Background: an optimization exercise with open tools, aiming at small area, a short achievable clock period and few clock cycles. Do not read the settings as production practice.
In this exercise RTL edits were held to simulation tests only and were not proved equivalent to the original.
No activity file was given, so power comes from the tool's default toggle rates.

## build 77
// skc_top
module skc_top (
    input  wire         clk,
    input  wire         rst,
    input  wire         csr_valid,
    input  wire         csr_write,
    input  wire [7:0]   csr_addr,
    input  wire [31:0]  csr_wdata,
    output wire         csr_ready,
    output reg  [31:0]  csr_rdata,
    input  wire         cmd_valid,
    output wire         cmd_ready,
    input  wire [63:0]  cmd_word,
    input  wire [31:0]  cmd_key,
    output wire         rsp_valid,
    input  wire         rsp_ready,
    output wire [3:0]   rsp_status,
    output wire [63:0]  rsp_est,
    output wire         hreq_valid,
    input  wire         hreq_ready,
    output wire [31:0]  hreq_key,
    output wire [7:0]   hreq_klen,
    output wire [7:0]   hreq_seed,
    input  wire         hrsp_valid,
    output wire         hrsp_ready,
    input  wire [31:0]  hrsp_value
);
    localparam L_MAX  = 4;
    localparam M_MAX  = 4;
    localparam LL_MAX = 4;
    localparam B_MAX  = 4;
    localparam H_MAX  = 4;
    localparam N8_MAX = 4;
    localparam N16_MAX = 2;
    localparam KEY_MAX_LEN = 4;
    localparam [3:0] ST_OK        = 4'h0;
    localparam [3:0] ST_OPCODE    = 4'h1;
  ...
==> flow/config.mk <==
export PLATFORM = sky130hd
export DESIGN_NAME = skc_top
export DESIGN_NICKNAME = skc_top
export VERILOG_FILES = /design/flow/design.v
export SDC_FILE = /design/flow/constraint.sdc
export NUM_CORES = 4
export LEC_CHECK = 0
export CAP_MARGIN = 10
export CELL_PAD_IN_SITES_DETAIL_PLACEMENT = 0
export CELL_PAD_IN_SITES_GLOBAL_PLACEMENT = 0
export CORE_MARGIN = 2
export CORE_UTILIZATION = 62
export CTS_BUF_LIST = sky130_fd_sc_hd__clkbuf_16
export CTS_CLUSTER_DIAMETER = 80
export CTS_CLUSTER_SIZE = 20
export PLACE_DENSITY = 0.72
export SLEW_MARGIN = 10
==> flow/constraint.sdc <==
create_clock -name core_clock -period 34.0 [get_ports {clk}]
set_input_delay 6.8000 -clock core_clock [delete_from_list [all_inputs] [get_ports {clk}]]
set_output_delay 6.8000 -clock core_clock [all_outputs]
set_load 0.01 [all_outputs]
standard.sh (not shown) runs the stock make flow with config.mk's settings and CLKGATE_MAP_FILE= SYNTH_SCRIPT=/design/flow/synth_recipe.tcl, a recipe that flattens the netlist after the stock synthesis.
==> flow/flow/run.sh <==
#!/bin/bash
# The standard layout, with repair_timing aiming for setup slack of at least
# SETUP_SLACK_MARGIN at the design's clock period (the SDC is unchanged),
# and the port buffers made with buf_4 cells.
set -euo pipefail
bash standard.sh SETUP_SLACK_MARGIN=19.5 "BUFFER_PORTS_ARGS=-buffer_cell sky130_fd_sc_hd__buf_4" finish > make_finish.log 2>&1
The flow for build 77 finished, though final verification flagged capacitance limit, slew limit.
Testbench counts of build 77, summed over its fixed seeds: cycles 56,000.
What build 72 does differently from build 77 at the input level:
- SLEW_MARGIN now 20, was 10
- CTS_CLUSTER_DIAMETER no longer set, was 80
- CAP_MARGIN now 20, was 10
- CTS_CLUSTER_SIZE no longer set, was 20
- CORE_UTILIZATION now 55, was 62
- CTS_BUF_LIST now sky130_fd_sc_hd__clkbuf_8, was sky130_fd_sc_hd__clkbuf_16
- PLACE_DENSITY now 0.65, was 0.72
==> flow/run.sh (new file) <==
#!/bin/bash
# synth_recipe.tcl (not shown) runs the flow's synth.tcl, then flattens the netlist and writes it again
# the make line also repeats each setting of config.mk as NAME=value (left out here)
make -C /OpenROAD-flow-scripts/flow DESIGN_CONFIG=/design/flow/config.mk WORK_HOME=/design/flow/orfs CLKGATE_MAP_FILE= SYNTH_SCRIPT=/design/flow/synth_recipe.tcl finish
removed: flow/flow/run.sh
removed: flow/standard.sh
Notes after the runs:
Build 72 was carried through to the last stage, and its layout satisfied the timing, DRC and antenna checks.
Build 72 vs build 77: wire length of the first global-routing pass up
sky130_fd_sc_hd__a2111oi_1 as the cell with the largest stage delay on the worst path was reported by build 72, and sky130_fd_sc_hd__nand4_1 by build 77.
Going from build 77 to build 72, clock skew grows by 0.093 ns.
Per the comparison of build 72 with build 77, cell area after layout grew by 2200 sq um; tap cell instance count saw an increase; number of standard cells in the layout, taps in and fillers out rose by 731; hold-fix buffer count after cts now sits at about the same level.
Post-route total power for build 72 is higher than for build 77.
Share of power burned in registers for build 72: 4.9 points down relative to build 77
Relative to build 77, the buffering stage count on the worst path with inverters included of build 72 is higher by 1.
Sort build 72 and build 77 by multi-input gate share of total cell area, descending, and build 77 comes first.
Measured against each other, build 72 and build 77 differ in relative contribution of combinational cells to total power, the higher figure coming from build 77.
Input-level comparison between build 71 and build 72:
- changing CTS_BUF_LIST from sky130_fd_sc_hd__clkbuf_8 to sky130_fd_sc_hd__clkbuf_16
- setting CTS_CLUSTER_DIAMETER to 90 for the first time
- setting CTS_CLUSTER_SIZE to 24 for the first time
==> flow/flow/run.sh (new file) <==
#!/bin/bash
# The standard layout, with repair_timing aiming for setup slack of at least
# SETUP_SLACK_MARGIN at the design's clock period (the SDC is unchanged),
# and the port buffers made with buf_2 cells.
set -euo pipefail
bash standard.sh SETUP_SLACK_MARGIN=19.5 "BUFFER_PORTS_ARGS=-buffer_cell sky130_fd_sc_hd__buf_2" finish > make_finish.log 2>&1
==> flow/standard.sh (new file) <==
#!/bin/bash
# synth_recipe.tcl (not shown) runs the flow's synth.tcl, then flattens the netlist and writes it again
# the make line also repeats each setting of config.mk as NAME=value (left out here)
make -C /OpenROAD-flow-scripts/flow DESIGN_CONFIG=/design/flow/config.mk WORK_HOME=/design/flow/orfs CLKGATE_MAP_FILE= SYNTH_SCRIPT=/design/flow/synth_recipe.tcl "${@:-finish}"
removed: flow/run.sh
## What came out
Clock-buffer cell count: lower on build 71. Comparing build 71 with build 72, the wire length on met2 came out essentially unchanged. Build 72 -> build 71: cell area decreased by a few percent. Sequential share of layout area was higher in the run labelled build 71. Taking build 72 as the reference point, the initial antenna violation count of build 71 rises by 7. Between build 72 and build 71, final instance count without filler cells is lower for build 71, build 72 comes in above that. Lower total power among build 72 and build 71: build 71. Between build 71 and build 72, the wire length on met1 does not differ in any meaningful way. For global-route usage, build 71 and build 72 come out practically identical.
#### Input delta (build 36 over build 71)
- a change of CORE_UTILIZATION from 55 to 60
- a change of PLACE_DENSITY from 0.65 to 0.7
--- outcome ---
The number of register bits inferred by synthesis of build 71 and that of build 36 are within noise of each other. Comparing build 36 with build 71, the clock share of power came out essentially unchanged. [compare] base=build 71 new=build 36: final critical-path share of the clock period rose by 0.35 points, part of the power in combinational logic went up by 0.2 points. Between build 71 and build 36, the difference in final non-filler cell area is negligible.
For build 38, these inputs were changed with respect to build 36:
- CORE_UTILIZATION now 55, was 60
- PLACE_DENSITY now 0.65, was 0.7
- CTS_CLUSTER_DIAMETER now 80, was 90
- CTS_CLUSTER_SIZE now 20, was 24
- SLEW_MARGIN now 10, was 20
- CAP_MARGIN now 10, was 20
==> flow/flow/run.sh <==
#!/bin/bash
# The standard layout, with repair_timing aiming for setup slack of at least
# SETUP_SLACK_MARGIN at the design's clock period (the SDC is unchanged),
# and the port buffers made with buf_4 cells.
set -euo pipefail
bash standard.sh SETUP_SLACK_MARGIN=19.5 "BUFFER_PORTS_ARGS=-buffer_cell sky130_fd_sc_hd__buf_4" finish > make_finish.log 2>&1
Notes after the runs:
Build 38 reached the end of the flow, and the finished layout is clean on the timing, DRC and antenna checks.
[compare] base=build 36 new=build 38: instance area at placement grew by about 0.8%, wire length grew by about 2.6%.
In the reports for build 36 and build 38, the smaller critical path depth belongs to build 38.
Number of buffers inserted during clock tree synthesis was lower in build 36 than in build 38.
Diff build 36 -> build 38: total area of multi-input combinational cells ~0 delta; number of inserted filler cells in the final layout +2187.
According to the power report, total power for build 38 is higher than for build 36.
Changes in build 69 relative to build 38:
- changing CAP_MARGIN from 10 to 20
- changing CTS_BUF_LIST from sky130_fd_sc_hd__clkbuf_16 to sky130_fd_sc_hd__clkbuf_8
- changing SLEW_MARGIN from 10 to 20
- removing CTS_CLUSTER_SIZE (formerly 20)
- removing CTS_CLUSTER_DIAMETER (formerly 80)
Findings:
- In build 69, the part of the power in the clock network came out 5.8 points above the value in build 38.
- Where routed wire length is concerned, build 38 is better than build 69.
- Count of buffering cells on the critical path with inverters included (build 69 over build 38): increase, 1

[static timing again, ports no longer ideal]
Ports are ideal in the flow. The routed layouts listed here were re-timed in OpenROAD. Step 1, drivers: a clkbuf_16 drives clk and a buf_2 each remaining input, both assumed. Step 2 also shifts input and output timing later by t, the mid clock arrival at the registers, as if the neighbouring blocks saw the same clock. Three values: no drivers, after step 1, after step 2; two values: the first two.
| run | t, ns | slack for setup (ns) | worst setup path at the end |
|---|---|---|---|
| build 77 | 0.938 | 18.532 / 18.501 / 18.501 | input to output |
| build 72 | 1.190 | 17.448 / 17.350 / 17.590 | input to output |
| build 71 | 0.919 | 18.723 / 18.683 / 18.683 | input to output |
| build 36 | 0.933 | 18.604 / 18.564 / 18.564 | input to output |
| build 38 | 0.962 | 18.691 / 18.650 / 18.650 | input to output |
| build 69 | 1.204 | 18.709 / 18.667 / 18.667 | input to output |
The setup slack of build 69, which loses most, moves by -0.042 ns with the drivers and by -0.042 ns with both steps.
